What follows belongs to an exercise in optimizing a design on an open flow for small area, a short achievable clock period and few clock cycles; a production flow would make more cautious choices. Function was not checked in any run shown here: the RTL went through the layout flow alone. Power and IR drop assume default switching activity.

==> flow/design.v <==
module vfdc (
    input  wire          clk,
    input  wire          rst,               
    input  wire          cfg_layout_b,      
    input  wire          cfg_halt_policy,   
    input  wire          in_valid,
    input  wire [31:0]   in_data,
    output wire          in_ready,
    output reg           out_valid,
    output reg  [2:0]    out_st,
    output reg  [1:0]    out_kind,
    output reg  [2:0]    out_acc,
    output reg  [23:0]   out_frame24,
    output reg  [7:0]    out_computed,
    output reg           out_msg_valid,
    output reg  [7:0]    out_msg_len,
    output wire [2039:0] out_msg_data,
    output reg           out_key_valid,
    output wire [7:0]    out_key_code,
    output wire [4:0]    out_key_flags,
    output wire          viol,
    output wire          halt
);
    localparam [2:0] ST_OK       = 3'd0;
    localparam [2:0] ST_CSUM     = 3'd1;
    localparam [2:0] ST_INV_META = 3'd2;
    localparam [2:0] ST_INV_DATA = 3'd3;
    localparam [2:0] ST_HALTED   = 3'd4;
    localparam [1:0] K_DECL = 2'd0;
    localparam [1:0] K_EOM  = 2'd1;
    localparam [1:0] K_DATA = 2'd2;
    localparam [1:0] K_KEY  = 2'd3;
    localparam [2:0] A_NONE       = 3'd0;
    localparam [2:0] A_DECLARED   = 3'd1;
    localparam [2:0] A_APPENDED   = 3'd2;
    localparam [2:0] A_IGNORED    = 3'd3;
    localparam [2:0] A_COMPLETED  = 3'd4;
    localparam [2:0] A_TERMINATED = 3'd5;
    assign in_ready = 1'b1;
    reg        s0_valid;
    reg [23:0] s0_raw;
    reg        s0_lb;
    reg        s0_hp;
    always @(posedge clk) begin
        if (rst)
            s0_valid <= 1'b0;
        else
            s0_valid <= in_valid;
        s0_raw <= in_data[23:0];
        s0_lb  <= cfg_layout_b;
        s0_hp  <= cfg_halt_policy;
    end
    wire [23:0] raw = s0_raw;
    wire       a_meta    = raw[23];
    wire [3:0] a_type    = raw[22:19];
    wire [3:0] a_seq     = raw[18:15];
    wire [6:0] a_csum    = raw[14:8];
    wire [7:0] a_payload = raw[7:0];
    wire [3:0] b_seq     = raw[23:20];
    wire [6:0] b_csum    = raw[19:13];
    wire [7:0] b_key     = raw[12:5];
    wire [4:0] b_flags   = raw[4:0];
    wire cs_0 = raw[0] ^ raw[19] ^ raw[15];
    wire cs_1 = (raw[0] & raw[19]) | (raw[0] & raw[15]) | (raw[19] & raw[15]);
    wire cs_2 = raw[1] ^ raw[20] ^ raw[16];
    wire cs_3 = (raw[1] & raw[20]) | (raw[1] & raw[16]) | (raw[20] & raw[16]);
    wire cs_4 = raw[2] ^ raw[21] ^ raw[17];
    wire cs_5 = (raw[2] & raw[21]) | (raw[2] & raw[17]) | (raw[21] & raw[17]);
    wire cs_6 = ~raw[8] ^ 1'b1 ^ cs_3;
    wire cs_7 = (~raw[8] & 1'b1) | (~raw[8] & cs_3) | (1'b1 & cs_3);
    wire cs_8 = raw[3] ^ raw[22] ^ raw[18];
    wire cs_9 = (raw[3] & raw[22]) | (raw[3] & raw[18]) | (raw[22] & raw[18]);
    wire cs_10 = ~raw[9] ^ cs_5 ^ cs_8;
    wire cs_11 = (~raw[9] & cs_5) | (~raw[9] & cs_8) | (cs_5 & cs_8);
    wire cs_12 = raw[4] ^ ~raw[10] ^ cs_9;
    wire cs_13 = (raw[4] & ~raw[10]) | (raw[4] & cs_9) | (~raw[10] & cs_9);
    wire cs_14 = raw[5] ^ ~raw[11] ^ cs_13;
    wire cs_15 = (raw[5] & ~raw[11]) | (raw[5] & cs_13) | (~raw[11] & cs_13);
    wire cs_16 = raw[6] ^ ~raw[12] ^ cs_15;
    wire cs_17 = (raw[6] & ~raw[12]) | (raw[6] & cs_15) | (~raw[12] & cs_15);
    wire cs_18 = raw[7] ^ ~raw[13] ^ cs_17;
    wire cs_19 = (raw[7] & ~raw[13]) | (raw[7] & cs_17) | (~raw[13] & cs_17);
    wire cs_20 = (cs_1 & cs_2) | ((cs_1 ^ cs_2) & raw[23] & cs_0);
    wire cs_21 = ~(cs_4 ^ cs_6 ^ cs_20);
    wire cs_22 = (cs_7 ^ cs_10) ~^ (cs_4 | cs_6);
    wire cs_23 = (cs_11 ^ cs_12) ~^ (cs_7 | cs_10);
    wire cs_24 = (cs_14 ^ 1'b0) ~^ (cs_11 | cs_12);
    wire cs_25 = (cs_16 ^ 1'b0) ~^ (cs_14 | 1'b0);
    wire cs_26 = (cs_18 ^ 1'b0) ~^ (cs_16 | 1'b0);
    wire cs_27 = (~raw[14] ^ cs_19) ~^ (cs_18 | 1'b0);
    wire cs_28 = (1'b1 ^ 1'b0) ~^ (~raw[14] | cs_19);
    wire a_ok = cs_21 & cs_22 & cs_23 & cs_24 & cs_25 & cs_26 & cs_27 & cs_28;
    wire cs_29 = raw[20] ^ raw[5] ^ raw[0];
    wire cs_30 = (raw[20] & raw[5]) | (raw[20] & raw[0]) | (raw[5] & raw[0]);
    wire cs_31 = raw[1] ^ raw[2] ^ raw[3];
    wire cs_32 = (raw[1] & raw[2]) | (raw[1] & raw[3]) | (raw[2] & raw[3]);
    wire cs_33 = raw[4] ^ raw[13] ^ cs_29;
    wire cs_34 = (raw[4] & raw[13]) | (raw[4] & cs_29) | (raw[13] & cs_29);
    wire cs_35 = raw[21] ^ raw[6] ^ raw[14];
    wire cs_36 = (raw[21] & raw[6]) | (raw[21] & raw[14]) | (raw[6] & raw[14]);
    wire cs_37 = cs_30 ^ cs_32 ^ cs_35;
    wire cs_38 = (cs_30 & cs_32) | (cs_30 & cs_35) | (cs_32 & cs_35);
    wire cs_39 = raw[22] ^ raw[7] ^ raw[15];
    wire cs_40 = (raw[22] & raw[7]) | (raw[22] & raw[15]) | (raw[7] & raw[15]);
    wire cs_41 = cs_36 ^ cs_39 ^ cs_38;
    wire cs_42 = (cs_36 & cs_39) | (cs_36 & cs_38) | (cs_39 & cs_38);
    wire cs_43 = raw[23] ^ raw[8] ^ raw[16];
    wire cs_44 = (raw[23] & raw[8]) | (raw[23] & raw[16]) | (raw[8] & raw[16]);
    wire cs_45 = ~raw[13] ^ 1'b1 ^ cs_40;
    wire cs_46 = (~raw[13] & 1'b1) | (~raw[13] & cs_40) | (1'b1 & cs_40);
    wire cs_47 = cs_43 ^ cs_45 ^ cs_42;
    wire cs_48 = (cs_43 & cs_45) | (cs_43 & cs_42) | (cs_45 & cs_42);
    wire cs_49 = raw[9] ^ raw[17] ^ ~raw[14];
    wire cs_50 = (raw[9] & raw[17]) | (raw[9] & ~raw[14]) | (raw[17] & ~raw[14]);
    wire cs_51 = cs_44 ^ cs_49 ^ cs_46;
    wire cs_52 = (cs_44 & cs_49) | (cs_44 & cs_46) | (cs_49 & cs_46);
    wire cs_53 = raw[10] ^ raw[18] ^ ~raw[15];
    wire cs_54 = (raw[10] & raw[18]) | (raw[10] & ~raw[15]) | (raw[18] & ~raw[15]);
    wire cs_55 = cs_50 ^ cs_53 ^ cs_52;
    wire cs_56 = (cs_50 & cs_53) | (cs_50 & cs_52) | (cs_53 & cs_52);
    wire cs_57 = raw[11] ^ ~raw[16] ^ cs_54;
    wire cs_58 = (raw[11] & ~raw[16]) | (raw[11] & cs_54) | (~raw[16] & cs_54);
    wire cs_59 = raw[12] ^ ~raw[17] ^ cs_58;
    wire cs_60 = (raw[12] & ~raw[17]) | (raw[12] & cs_58) | (~raw[17] & cs_58);
    wire cs_61 = cs_31 & cs_33;
    wire cs_62 = cs_34 & cs_37;
    wire cs_63 = cs_41 & 1'b0;
    wire cs_64 = cs_31 ^ cs_33;
    wire cs_65 = cs_34 ^ cs_37;
    wire cs_66 = cs_41 ^ 1'b0;
    wire cs_67 = cs_62 | (cs_65 & cs_61);
    wire cs_68 = cs_63 | (cs_66 & cs_62) | (cs_66 & cs_65 & cs_61);
    wire cs_69 = cs_64 & (cs_65 ^ cs_61) & (cs_66 ^ cs_67);
    wire cs_70 = ~raw[19];
    wire cs_71 = ~cs_69;
    wire cs_72 = ~(cs_47 ^ 1'b0 ^ cs_68);
    wire cs_73 = (cs_48 ^ cs_51) ~^ (cs_47 | 1'b0);
    wire cs_74 = (cs_55 ^ 1'b0) ~^ (cs_48 | cs_51);
    wire cs_75 = (cs_56 ^ cs_57) ~^ (cs_55 | 1'b0);
    wire cs_76 = (cs_59 ^ 1'b0) ~^ (cs_56 | cs_57);
    wire cs_77 = (~raw[18] ^ cs_60) ~^ (cs_59 | 1'b0);
    wire cs_78 = (1'b1 ^ 1'b0) ~^ (~raw[18] | cs_60);
    wire b_ok = cs_70 & cs_71 & cs_72 & cs_73 & cs_74 & cs_75 & cs_76 & cs_77 & cs_78;
    wire cs_79 = raw[0] ^ raw[19] ^ raw[15];
    wire cs_80 = (raw[0] & raw[19]) | (raw[0] & raw[15]) | (raw[19] & raw[15]);
    wire cs_81 = raw[1] ^ raw[20] ^ raw[16];
    wire cs_82 = (raw[1] & raw[20]) | (raw[1] & raw[16]) | (raw[20] & raw[16]);
    wire cs_83 = raw[2] ^ raw[21] ^ raw[17];
    wire cs_84 = (raw[2] & raw[21]) | (raw[2] & raw[17]) | (raw[21] & raw[17]);
    wire cs_85 = raw[3] ^ raw[22] ^ raw[18];
    wire cs_86 = (raw[3] & raw[22]) | (raw[3] & raw[18]) | (raw[22] & raw[18]);
    wire [8:0] a_pu = {1'b0, raw[7], raw[6], raw[5], raw[4], cs_84, cs_82, cs_80, raw[23]};
    wire [8:0] a_pv = {1'b0, 1'b0, 1'b0, 1'b0, cs_86, cs_85, cs_83, cs_81, cs_79};
    wire cs_87 = raw[5] ^ raw[8] ^ raw[11];
    wire cs_88 = (raw[5] & raw[8]) | (raw[5] & raw[11]) | (raw[8] & raw[11]);
    wire cs_89 = raw[20] ^ raw[0] ^ raw[1];
    wire cs_90 = (raw[20] & raw[0]) | (raw[20] & raw[1]) | (raw[0] & raw[1]);
    wire cs_91 = raw[2] ^ raw[3] ^ raw[4];
    wire cs_92 = (raw[2] & raw[3]) | (raw[2] & raw[4]) | (raw[3] & raw[4]);
    wire cs_93 = cs_87 ^ cs_89 ^ cs_91;
    wire cs_94 = (cs_87 & cs_89) | (cs_87 & cs_91) | (cs_89 & cs_91);
    wire cs_95 = raw[6] ^ raw[9] ^ raw[12];
    wire cs_96 = (raw[6] & raw[9]) | (raw[6] & raw[12]) | (raw[9] & raw[12]);
    wire cs_97 = raw[21] ^ cs_88 ^ cs_90;
    wire cs_98 = (raw[21] & cs_88) | (raw[21] & cs_90) | (cs_88 & cs_90);
    wire cs_99 = cs_92 ^ cs_95 ^ cs_94;
    wire cs_100 = (cs_92 & cs_95) | (cs_92 & cs_94) | (cs_95 & cs_94);
    wire cs_101 = raw[7] ^ raw[10] ^ raw[22];
    wire cs_102 = (raw[7] & raw[10]) | (raw[7] & raw[22]) | (raw[10] & raw[22]);
    wire cs_103 = cs_96 ^ cs_101 ^ cs_98;
    wire cs_104 = (cs_96 & cs_101) | (cs_96 & cs_98) | (cs_101 & cs_98);
    wire cs_105 = raw[23] ^ cs_102 ^ cs_104;
    wire cs_106 = (raw[23] & cs_102) | (raw[23] & cs_104) | (cs_102 & cs_104);
    wire [5:0] b_pu = {1'b0, cs_106, cs_105, cs_100, cs_97, cs_93};
    wire [5:0] b_pv = {1'b0, 1'b0, 1'b0, cs_103, cs_99, 1'b0};
    reg        s1_valid;
    reg [23:0] s1_raw;
    reg [8:0]  s1_pu;           
    reg [8:0]  s1_pv;
    reg        s1_ok;
    reg        s1_lb;
    reg        s1_hp;
    reg        s1_decl;         
    reg        s1_eom;
    reg        s1_data;
    reg        s1_pnz;          
    reg        s1_pone;         
    always @(posedge clk) begin
        if (rst)
            s1_valid <= 1'b0;
        else
            s1_valid <= s0_valid;
        s1_raw  <= raw;
        s1_pu   <= s0_lb ? {3'd0, b_pu} : a_pu;
        s1_pv   <= s0_lb ? {3'd0, b_pv} : a_pv;
        s1_ok   <= s0_lb ? b_ok : a_ok;
        s1_lb   <= s0_lb;
        s1_hp   <= s0_hp;
        s1_decl <= ~s0_lb &  a_meta & (a_type == 4'h0);
        s1_eom  <= ~s0_lb &  a_meta & (a_type == 4'hF);
        s1_data <= ~s0_lb & ~a_meta & (a_type == 4'h0);
        s1_pnz  <= (a_payload != 8'd0);
        s1_pone <= (a_payload == 8'd1);
    end
    reg  [7:0] len_q;           
    reg  [7:0] rem_q;           
    reg        room_q;          
    reg        last_q;          
    reg        viol_q;
    reg        halt_q;
    assign viol = viol_q;
    assign halt = halt_q;
    wire [7:0] p_payload = s1_raw[7:0];
    wire run     = s1_valid & ~halt_q;           
    wire a_go    = run & s1_ok;                  
    wire do_decl = a_go & s1_decl;
    wire do_eom  = a_go & s1_eom;
    wire do_wr   = a_go & s1_data & room_q;
    wire do_bad  = a_go & ~s1_lb & ~s1_decl & ~s1_eom & ~s1_data;
    wire [7:0] len_inc = len_q + 8'd1;
    reg  [2:0] st;
    reg  [1:0] kind;
    reg  [2:0] acc;
    reg        emit_msg;
    reg  [7:0] msg_len;
    always @(*) begin
        st       = ST_OK;
        kind     = K_DECL;
        acc      = A_NONE;
        emit_msg = 1'b0;
        msg_len  = len_q;
        if (halt_q) begin
            st = ST_HALTED;
        end else if (!s1_ok) begin
            st = ST_CSUM;
        end else if (s1_lb) begin
            kind = K_KEY;
        end else if (s1_decl) begin
            acc = A_DECLARED;
        end else if (s1_eom) begin
            kind     = K_EOM;
            acc      = A_TERMINATED;
            emit_msg = 1'b1;
        end else if (s1_data) begin
            kind = K_DATA;
            if (!room_q) begin
                acc = A_IGNORED;
            end else if (last_q) begin
                acc      = A_COMPLETED;
                emit_msg = 1'b1;
                msg_len  = len_inc;
            end else begin
                acc = A_APPENDED;
            end
        end else begin
            st = s1_raw[23] ? ST_INV_META : ST_INV_DATA;
        end
    end
    always @(posedge clk) begin
        if (rst) begin
            len_q  <= 8'd0;
            rem_q  <= 8'd0;
            room_q <= 1'b0;
            last_q <= 1'b0;
            viol_q <= 1'b0;
            halt_q <= 1'b0;
        end else begin
            if (do_decl) begin
                len_q  <= 8'd0;
                rem_q  <= p_payload;
                room_q <= s1_pnz;
                last_q <= s1_pone;
            end else if (do_eom || (do_wr && last_q)) begin
                len_q  <= 8'd0;
                rem_q  <= 8'd0;
                room_q <= 1'b0;
                last_q <= 1'b0;
            end else if (do_wr) begin
                len_q  <= len_inc;
                rem_q  <= rem_q - 8'd1;
                last_q <= (rem_q == 8'd2);
            end
            if (do_bad) begin
                viol_q <= 1'b1;
                if (s1_hp)
                    halt_q <= 1'b1;
            end
        end
    end
    wire [8:0] a_sum  = s1_pu + s1_pv;
    wire [5:0] b_r    = s1_pu[5:0] + s1_pv[5:0];
    wire [2:0] b_r7   = (b_r >= 6'd35) ? 3'd5 : (b_r >= 6'd28) ? 3'd4 :
                        (b_r >= 6'd21) ? 3'd3 : (b_r >= 6'd14) ? 3'd2 :
                        (b_r >= 6'd7)  ? 3'd1 : 3'd0;
    wire [1:0] b_k2   = s1_raw[12:11];
    wire [2:0] b_k1   = s1_raw[10:8];
    wire [5:0] b_q    = {1'b0, b_k2, 3'd0} + {4'd0, b_k2} + {3'd0, b_k1} + {3'd0, b_r7};
    wire [7:0] s2_computed = s1_lb ? {2'b00, b_q} : {1'b0, a_sum[8:2]};
    always @(posedge clk) begin
        if (rst)
            out_valid <= 1'b0;
        else
            out_valid <= s1_valid;
        out_st        <= st;
        out_kind      <= kind;
        out_acc       <= acc;
        out_frame24   <= s1_raw;
        out_computed  <= halt_q ? 8'd0 : s2_computed;
        out_msg_valid <= emit_msg;
        out_msg_len   <= msg_len;
        out_key_valid <= ~halt_q & s1_ok & s1_lb;
    end
    assign out_key_code  = out_frame24[12:5];
    assign out_key_flags = out_frame24[4:0];
    wire clr = do_decl;
    genvar gi;
    generate
        for (gi = 0; gi < 255; gi = gi + 1) begin : g_buf
            reg  [7:0] buf_q;
            wire       we = do_wr & (len_q == gi);
            always @(posedge clk)
                buf_q <= (buf_q & {8{~clr}}) | (p_payload & {8{we}});
            assign out_msg_data[gi*8 +: 8] = buf_q;
        end
    endgenerate
endmodule
==> flow/flow/run.sh <==
#!/bin/bash
# Layout flow: the standard flow (standard synthesis unchanged), with
#  - every port buffered by sky130_fd_sc_hd__buf_1 instead of the default
#    buffer cell buffer_ports picks;
#  - pins placed one routing track apart, so that the 2100-odd ports fit on
#    the edge of a die sized for the cells.
# Each make step writes its full log under orfs/logs/; this script's own
# output goes to run_flow.log.
set -euo pipefail
export BUFFER_PORTS_ARGS="-buffer_cell sky130_fd_sc_hd__buf_1"
export PLACE_PINS_ARGS="-min_distance 1 -min_distance_in_tracks"
bash standard.sh finish > run_flow.log 2>&1
==> flow/standard.sh <==
#!/bin/bash
# synth_recipe.tcl (not shown) runs the flow's synth.tcl, then flattens the netlist and writes it again
# the make line also repeats each setting of config.mk as NAME=value (left out here)
make -C /OpenROAD-flow-scripts/flow DESIGN_CONFIG=/design/flow/config.mk WORK_HOME=/design/flow/orfs CLKGATE_MAP_FILE= SYNTH_SCRIPT=/design/flow/synth_recipe.tcl "${@:-finish}"
==> flow/config.mk <==
export PLATFORM = sky130hd
export DESIGN_NAME = vfdc
export DESIGN_NICKNAME = vfdc
export VERILOG_FILES = /design/flow/design.v
export SDC_FILE = /design/flow/constraint.sdc
export NUM_CORES = 4
export LEC_CHECK = 0
export CAP_MARGIN = 20
export CORE_AREA = 5 5 495 495
export DIE_AREA = 0 0 500 500
export PLACE_DENSITY = 0.55
export SETUP_SLACK_MARGIN = 5
export SLEW_MARGIN = 20
==> flow/constraint.sdc <==
create_clock -name core_clock -period 9.0 [get_ports {clk}]
set_input_delay 1.8000 -clock core_clock [delete_from_list [all_inputs] [get_ports {clk}]]
set_output_delay 1.8000 -clock core_clock [all_outputs]
set_load 0.01 [all_outputs]
==> flow_metrics.env, run 1 <==
export IMPL_min_delay_start="s1_raw[20]"
export IMPL_synth_edf_count=0
export IMPL_arrival_ns=2.16
export IMPL_grt_pass1_vias=54653
export IMPL_cts_tree="yes"
export IMPL_hpwlAfterDp_mm=229
export IMPL_powerDensity_mw_per_mm2=229
export IMPL_syn_inst=5459
export IMPL_timing_fmax_mhz=253
export IMPL_final_cells=10733
export IMPL_drt_initial_drc_count=6481
export IMPL_yosys_warnings=1
export IMPL_crit_chain="buf_1"
export IMPL_clockBufferDepth=3
export IMPL_layout_common_cells="dfxtp_1 (2,173), buf_1 (2,132), a22o_1 (2,041)"
export IMPL_wl_mm=344
export IMPL_slew_viol_final=0
export IMPL_clock_latency_ns=0.89
export IMPL_worstHoldPathCells=0
export IMPL_relSlewSlack=0.114
export IMPL_cts_hold_buffers=0
export IMPL_post_route_period_util=0.440
export IMPL_grt_antenna_before_repair=11
export IMPL_hold_path_class="reg -> reg"
export IMPL_period_needed_ns=3.96
export IMPL_rsz0062_at_grt="no"
export IMPL_crit_fanout=2
export IMPL_required_ns=7.20
export IMPL_fp_coreArea_mm2=0.239
export IMPL_htree_num_levels=4
export IMPL_seq_area_frac_synth=0.640
export IMPL_synth_nets=5563
export IMPL_rr_startpoint="halt_q"
export IMPL_grt_remaining_overflow=0
export IMPL_syn_area_mm2=0.0682
export IMPL_row_count=179
export IMPL_cp_slowest_cell="buf_1"
export IMPL_io_pins=2144
export IMPL_clkTransAtPathRegs_ns=0.07
export IMPL_dieArea_mm2=0.250
export IMPL_hold_viol=0
export IMPL_critPathKind="reg -> out"
export IMPL_ys_ff_latch=2182
export IMPL_cts_sinks=2182
export IMPL_crit_family="buffers and inverters"
export IMPL_drtAntennaViolNets=0
export IMPL_setup_tns_ns=0
export IMPL_chipWidth_um=500
export IMPL_cp_slowest_stage_delay_ns=0.92
export IMPL_vias=58235
export IMPL_die_y_um=500
export IMPL_initial_core_util=0.286
export IMPL_end_kind="output pin"
export IMPL_clockRootBuffer="clkbuf_16"
export IMPL_routedWlPerCell_um=32.0
export IMPL_syn_area_per_cell_um2=12.5
export IMPL_synth_top_area_cell="dfxtp_1"
export IMPL_drt_pass1_iterations=6
export IMPL_setup_viol=0
export IMPL_critPathBufInv=1
export IMPL_finClkSkew_ns=0.0703
export IMPL_r2r_cells=5
export IMPL_r2r_slack_ns=5.15
export IMPL_port_buffers=2133
export IMPL_peakVddDrop_mv=0.166
export IMPL_post_synth_num_cell_types=56
export IMPL_grt_total_usage=0.259
export IMPL_vias_per_cell=5.43
export IMPL_utilization=0.364
export IMPL_power_leakage_nw=32.6
export IMPL_gp_congestion=0.928
export IMPL_cts_setup_buffers=0
export IMPL_area_growth_pct=27.1
export IMPL_crit_start="g_buf[216].buf_q[5]"
export IMPL_fin_ws_ns=5.04
export IMPL_synth_top_area_frac=0.640
export IMPL_cts_buffers=222
export IMPL_fillers=23755
export IMPL_grt_max_degree=257
export IMPL_status="no timing/DRC/antenna violations"
export IMPL_drc_errors=0
export IMPL_grt_pass1_wl_mm=466
export IMPL_tightest_slew_ns=1.33
export IMPL_synthArstFlopShare=0
export IMPL_drive_gt1_frac=0.0875
export IMPL_pre_cts_ws_ns=5.00
export IMPL_dp_cells=10314
export IMPL_drv_cap=0
export IMPL_p_total_mw=19.9
export IMPL_num_nets_final=7476
export IMPL_r2r_end="g_buf[134].buf_q[1]"
export IMPL_critical_path_startpoint_type="flop"
export IMPL_synth_flop_cell="dfxtp_1"
export IMPL_whs_endpoint="out_frame24[20]"
export IMPL_synthTopCellsByArea="dfxtp_1 (64%), a22o_1 (26%), clkbuf_1 (2.5%)"
export IMPL_layout_commonest_cell="dfxtp_1"
[metrics by stage]
stage                     hold slack [ns]  instance area [µm²]
after floorplan                     0.310                68200
after global placement              0.312                79100
after detailed placement            0.312                79100
after CTS                           0.326                86600
after global routing                0.331                86700
final                               0.311                86700
[sequential cells by signal, summed over array words and instances, names as in the netlist, 3 cells and up]
signal        count
out_frame24      24
s1_pu             8
len_q             8
out_st            3
s0_raw           24
rem_q             8
out_computed      7
s1_pv             5
s1_raw           24
g_buf.buf_q    2040
out_msg_len       8
[cell families after synthesis]
logic type,after synthesis,share of synthesized area
buffers and inverters,579,0.0333
other,2,0.000110
DFF,2182,0.640
adders and majority gates,68,0.0167
and+or+nand+nor,485,0.0371
AOI/OAI and AO/OA,2112,0.268
muxes,6,0.000917
xor gates and xnor gates,25,0.00321
[cells in the mapped netlist, drive strengths merged, types with 3 or more instances]
| library cell | count |
|---|---|
| buf | 60 |
| a21o | 4 |
| nor2 | 300 |
| a22oi | 4 |
| nand4b | 3 |
| xor2 | 10 |
| and2 | 5 |
| inv | 64 |
| nand4 | 7 |
| ha | 28 |
| dfxtp | 2182 |
| nand2 | 98 |
| clkbuf | 455 |
| nor3 | 16 |
| fa | 39 |
| o21ai | 15 |
| nand3 | 13 |
| a21oi | 26 |
| and4b | 3 |
| a31oi | 3 |
| mux2i | 4 |
| nor2b | 11 |
| nor4 | 5 |
| nand2b | 9 |
| a211oi | 5 |
| xnor2 | 15 |
| a22o | 2041 |
[layout make-up]
class | count | area [µm²] | share of cell area
Tap cell | 3167 | 3960 | 0.0457
Timing Repair Buffer | 2204 | 8740 | 0.101
Sequential cell | 2182 | 43700 | 0.504
Clock buffer | 321 | 6430 | 0.0742
Multi-Input combinational cell | 2698 | 22500 | 0.259
Antenna cell | 8 | 20.0 | 0.000231
Inverter | 64 | 240 | 0.00277
Clock inverter | 89 | 1150 | 0.0133
[worst max-delay path by stage]
stage,depth (start not counted),to,slack [ns]
final,1,out_msg_data[1733],5.04
after CTS,11,s1_ok,5.06
after global routing,11,s1_ok,5.02
after floorplan,11,s1_ok,5.38
after global placement,11,s1_ok,5.05
after detailed placement,11,s1_ok,5.00
[power breakdown]
group	internal (mW)	switching, mW	total [mW]
sequential	9.70	0.0725	9.77
combinational	0.154	0.387	0.540
clock	5.45	4.10	9.55
[layer usage]
metal / GRT usage / vias to the layer above / routed length [µm]
met5: 0.0198 / - / 648
met4: 0.213 / 20 / 35400
met3: 0.120 / 1326 / 39000
met2: 0.368 / 3510 / 141000
met1: 0.295 / 29001 / 127000
li1: - / 24378 / -
[what timing repair did]
| item | 4_1_cts | 5_1_grt |
|---|---|---|
| gates resized for setup | 1 | 5 |
| setup endpoints to repair | 1 | 1 |
| hold endpoints to repair | 0 | 0 |
==> run 2: changes to the inputs <==
==> flow/run.sh (new file) <==
#!/bin/bash
# synth_recipe.tcl (not shown) runs the flow's synth.tcl, then flattens the netlist and writes it again
# the make line also repeats each setting of config.mk as NAME=value (left out here)
make -C /OpenROAD-flow-scripts/flow DESIGN_CONFIG=/design/flow/config.mk WORK_HOME=/design/flow/orfs CLKGATE_MAP_FILE= SYNTH_SCRIPT=/design/flow/synth_recipe.tcl finish
--- a/flow/config.mk
+++ b/flow/config.mk
@@ -7,7 +7,7 @@
 export LEC_CHECK = 0
 export CAP_MARGIN = 20
-export CORE_AREA = 5 5 495 495
-export DIE_AREA = 0 0 500 500
-export PLACE_DENSITY = 0.55
+export CORE_AREA = 5 5 755 755
+export DIE_AREA = 0 0 760 760
+export PLACE_DENSITY = 0.6
 export SETUP_SLACK_MARGIN = 5
 export SLEW_MARGIN = 20
removed: flow/flow/run.sh
removed: flow/standard.sh
==> run 2 against run 1 <==
Still clean. Non-clock buffer count rose by 55. Via count is 5.6% lower. First-iteration DRC count shrank 40%. Die area increased by 130%. Area after synthesis stayed put. Clock power rose by 3.1%. Clock-buffer cell count grew 31. Register-to-register slack got worse by 0.05 ns. Critical path depth grew 11. Largest power group is now the clock network. Highest routed layer unchanged.
==> flow_metrics.env, run 2 <==
export IMPL_critPathKind="reg -> reg"
export IMPL_slew_viol_final=0
export IMPL_grt_total_usage=0.110
export IMPL_clock_latency_ns=0.97
export IMPL_gp_congestion=0.771
export IMPL_p_total_mw=20.2
export IMPL_vias_per_cell=3.64
export IMPL_vias=55000
export IMPL_drt_pass1_iterations=5
export IMPL_synth_simple_area_share=0.0371
export IMPL_hpwlAfterDp_mm=246
export IMPL_synth_top_area_frac=0.640
export IMPL_utilization=0.190
export IMPL_layout_commonest_cell="dfxtp_1"
export IMPL_switching_share=0.227
export IMPL_yosys_top_cells_count="dfxtp_1 (2,182), a22o_1 (2,041), clkbuf_1 (455), nor2_2 (188), nor2_1 (112)"
export IMPL_required_ns=9.74
export IMPL_synth_nets=5563
export IMPL_num_nets_final=7539
export IMPL_place_area_mm2=0.0985
export IMPL_grt_remaining_overflow=0
export IMPL_relSlewSlack=0.163
export IMPL_hold_path_class="reg -> reg"
export IMPL_synth_mux_area_frac=0.000917
export IMPL_cts_hold_buffers=0
export IMPL_ys_ff_latch=2182
export IMPL_hold_ws_ns=0.319
export IMPL_min_delay_start="s1_raw[14]"
export IMPL_rsz0062_at_grt="yes"
export IMPL_post_synth_num_cell_types=56
export IMPL_worstHoldPathCells=0
export IMPL_syn_area_mm2=0.0682
export IMPL_htree_num_levels=4
export IMPL_tightest_slew_ns=1.26
export IMPL_setup_tns_ns=0
export IMPL_pwr_share_clk=0.487
export IMPL_drtAntennaViolNets=0
export IMPL_row_count=275
export IMPL_synth_edf_count=0
export IMPL_critPathBufInv=2
export IMPL_rr_startpoint="s0_raw[18]"
export IMPL_crit_family="adder cells"
export IMPL_cts_sinks=2182
export IMPL_grt_pass1_wl_mm=458
export IMPL_peakVddDrop_mv=0.184
export IMPL_grt_pass1_vias=53135
export IMPL_comb_power_share=0.031
export IMPL_drive_gt1_frac=0.0985
export IMPL_power_internal_mw=15.6
export IMPL_yosys_warnings=1
export IMPL_clockBufferDepth=4
export IMPL_arrival_ns=4.64
export IMPL_io_pins=2144
export IMPL_fillers=60942
export IMPL_path_common_cell="fa_1"
export IMPL_pre_cts_ws_ns=4.39
export IMPL_chipWidth_um=760
export IMPL_cp_slowest_stage_delay_ns=0.67
export IMPL_top_register="g_buf.buf_q"
export IMPL_synth_compound_area_frac=0.268
export IMPL_crit_chain="buf_4, fa_2, fa_1, fa_1, fa_1, fa_1, inv_1, ha_1, or4b_2, o21ai_1, nand3_1, o41ai_1"
export IMPL_grt_antenna_before_repair=42
export IMPL_crit_fanout=4
export IMPL_setup_viol=0
export IMPL_synthArstFlopShare=0
export IMPL_power_leakage_nw=37.9
export IMPL_post_route_period_util=0.433
export IMPL_final_cells=15126
export IMPL_synthAdderAreaFrac=0.0167
export IMPL_grt_max_degree=210
export IMPL_synth_xor_area_share=0.00321
export IMPL_synth_flop_cell="dfxtp_1"
export IMPL_syn_inst=5459
export IMPL_fp_coreArea_mm2=0.561
export IMPL_port_buffers=2133
export IMPL_synth_top_area_cell="dfxtp_1"
export IMPL_die_y_um=760
export IMPL_largest_reg_flops=2040
export IMPL_dp_cells=14676
export IMPL_end_kind="flop"
export IMPL_r2r_slack_ns=5.10
export IMPL_critical_path_startpoint_type="flop"
export IMPL_whs_endpoint="out_frame24[14]"
export IMPL_period_needed_ns=3.90
export IMPL_cp_slowest_cell="or4b_2"
export IMPL_drv_cap=0
export IMPL_drc_errors=0
export IMPL_area_growth_pct=56.1
export IMPL_fin_ws_ns=5.10
export IMPL_syn_area_per_cell_um2=12.5
export IMPL_clockRootBuffer="clkbuf_16"
export IMPL_hold_viol=0
export IMPL_dieArea_mm2=0.578
export IMPL_finClkSkew_ns=0.114
export IMPL_powerDensity_mw_per_mm2=190
export IMPL_status="no timing/DRC/antenna violations"
export IMPL_multi_input_area_mm2=0.0226
export IMPL_synth_most_common_cell="dfxtp_1"
export IMPL_netSwitchingPower_mw=4.59
export IMPL_initial_core_util=0.122
export IMPL_layout_common_cells="dfxtp_1 (2,172), clkdlybuf4s50_1 (2,123), a22o_1 (2,041)"
export IMPL_cts_buffers=229
export IMPL_clkTransAtPathRegs_ns=0.06
export IMPL_seq_area_frac_synth=0.640
export IMPL_synth_top_family_by_area="compound AO/OA/AOI/OAI gates"
export IMPL_routedWlPerCell_um=22.5
export IMPL_r2r_cells=12
export IMPL_drt_initial_drc_count=3903
export IMPL_wl_mm=341
export IMPL_cts_tree="yes"
export IMPL_synthTopCellsByArea="dfxtp_1 (64%), a22o_1 (26%), clkbuf_1 (2.5%)"
export IMPL_r2r_end="s1_ok"
export IMPL_timing_fmax_mhz=256
export IMPL_p_seq_frac=0.482
export IMPL_register_area_mm2=0.0437
export IMPL_stdcell_area_mm2=0.107
run 2: cell types whose count changed in the layout (fill, tap and decap cells not counted), sizes merged, moves of 2 or more:
cell,change
inv,+5
buf,-2076
bufinv,-3
dlygate4sd2,+2
clkinv,-17
clkbuf,+34
clkinvlp,-6
diode,+15
clkdlybuf4s50,+2123
clkdlybuf4s15,+2
run 2: worst reg2reg max path: cells and delay by family (launching register included):
| family | cells | cell delay [ns] |
|---|---|---|
| AOI/OAI and AO/OA | 2 | 0.25 |
| DFF | 1 | 0.30 |
| buffers and inverters | 2 | 0.25 |
| and+or+nand+nor | 2 | 0.80 |
| adders and majority gates | 6 | 2.18 |
run 2: what timing repair did:
action	CTS	global route
buffers inserted	4	2
gates cloned	1	0
resized for setup	21	8
endpoints found under the setup margin	233	8
pin swaps	4	1
run 2: power by group through the flow:
stage                     logic (mW)  clock network, mW  registers (mW)
after floorplan                0.354                  0            9.94
after global placement         0.630                  0            9.96
after detailed placement       0.627                  0            9.96
after CTS                      0.630               10.1            9.75
after global routing           0.677               10.5            9.75
final                          0.624               9.85            9.75
run 2: area by class of cell:
class	instances	area share
repair buffers	2259	0.213
flip-flops and latches	2182	0.410
inverters	64	0.00226
multi-input cells	2699	0.212
well taps	7479	0.0879
diodes	23	0.000540
clock buffers	352	0.0658
clock inverters	68	0.00826
run 2: how the worst max path moves through the flow:
stage                   startpoint  cells after the start  slack [ns]                   to
floorplan               s0_raw[22]                     11        5.38                s1_ok
global placement          s1_valid                      7        4.44  g_buf[250].buf_q[1]
detailed placement        s1_valid                      7        4.39  g_buf[250].buf_q[0]
CTS                 out_msg_len[4]                      1        5.00       out_msg_len[4]
global route            s0_raw[18]                     12        4.96                s1_ok
finish                  s0_raw[18]                     12        5.10                s1_ok
run 2: cell families (layout without fill, tap and decap cells):
group,count (synthesis),after routing
xor+xnor,25,25
buf+inv,579,2743
flops,2182,2182
other cells,2,25
simple gates,485,486
compound gates,2112,2112
mux,6,6
fa+ha+maj,68,68
run 2: metal layers:
layer | track usage | vias to the layer above | part of all wire
met1 | 0.132 | 27632 | 0.40
met4 | 0.0396 | 2 | 0.038
met5 | 0 | - | 0.000038
met2 | 0.184 | 2353 | 0.47
met3 | 0.0356 | 514 | 0.090
li1 | - | 24499 | -

==> port drivers added, routing unchanged <==
How much do the figures lean on ideal ports? The routed layouts below were timed once more, with nothing changed but the port constraints.
Step 1: set_driving_cell puts a clkbuf_16 on clk and a buf_2 on each other input, an assumption about the parent block.
Step 2 also shifts input and output timing later by t, the mid clock arrival at the registers, as if the neighbouring blocks saw the same clock.
a / b / c = no drivers / after step 1 / after step 2; a / b = the first two.
run | shift t [ns] | slack for setup (ns) | worst setup path after step 2 | worst register clock-pin slew, ns
run 1 | 0.935 | 5.042 / 4.965 / 5.147 | register to register | 0.07 / 0.07
run 2 | 0.989 | 5.101 / 5.086 / 5.101 | register to register | 0.07 / 0.07
After both steps every run listed still meets setup and hold.
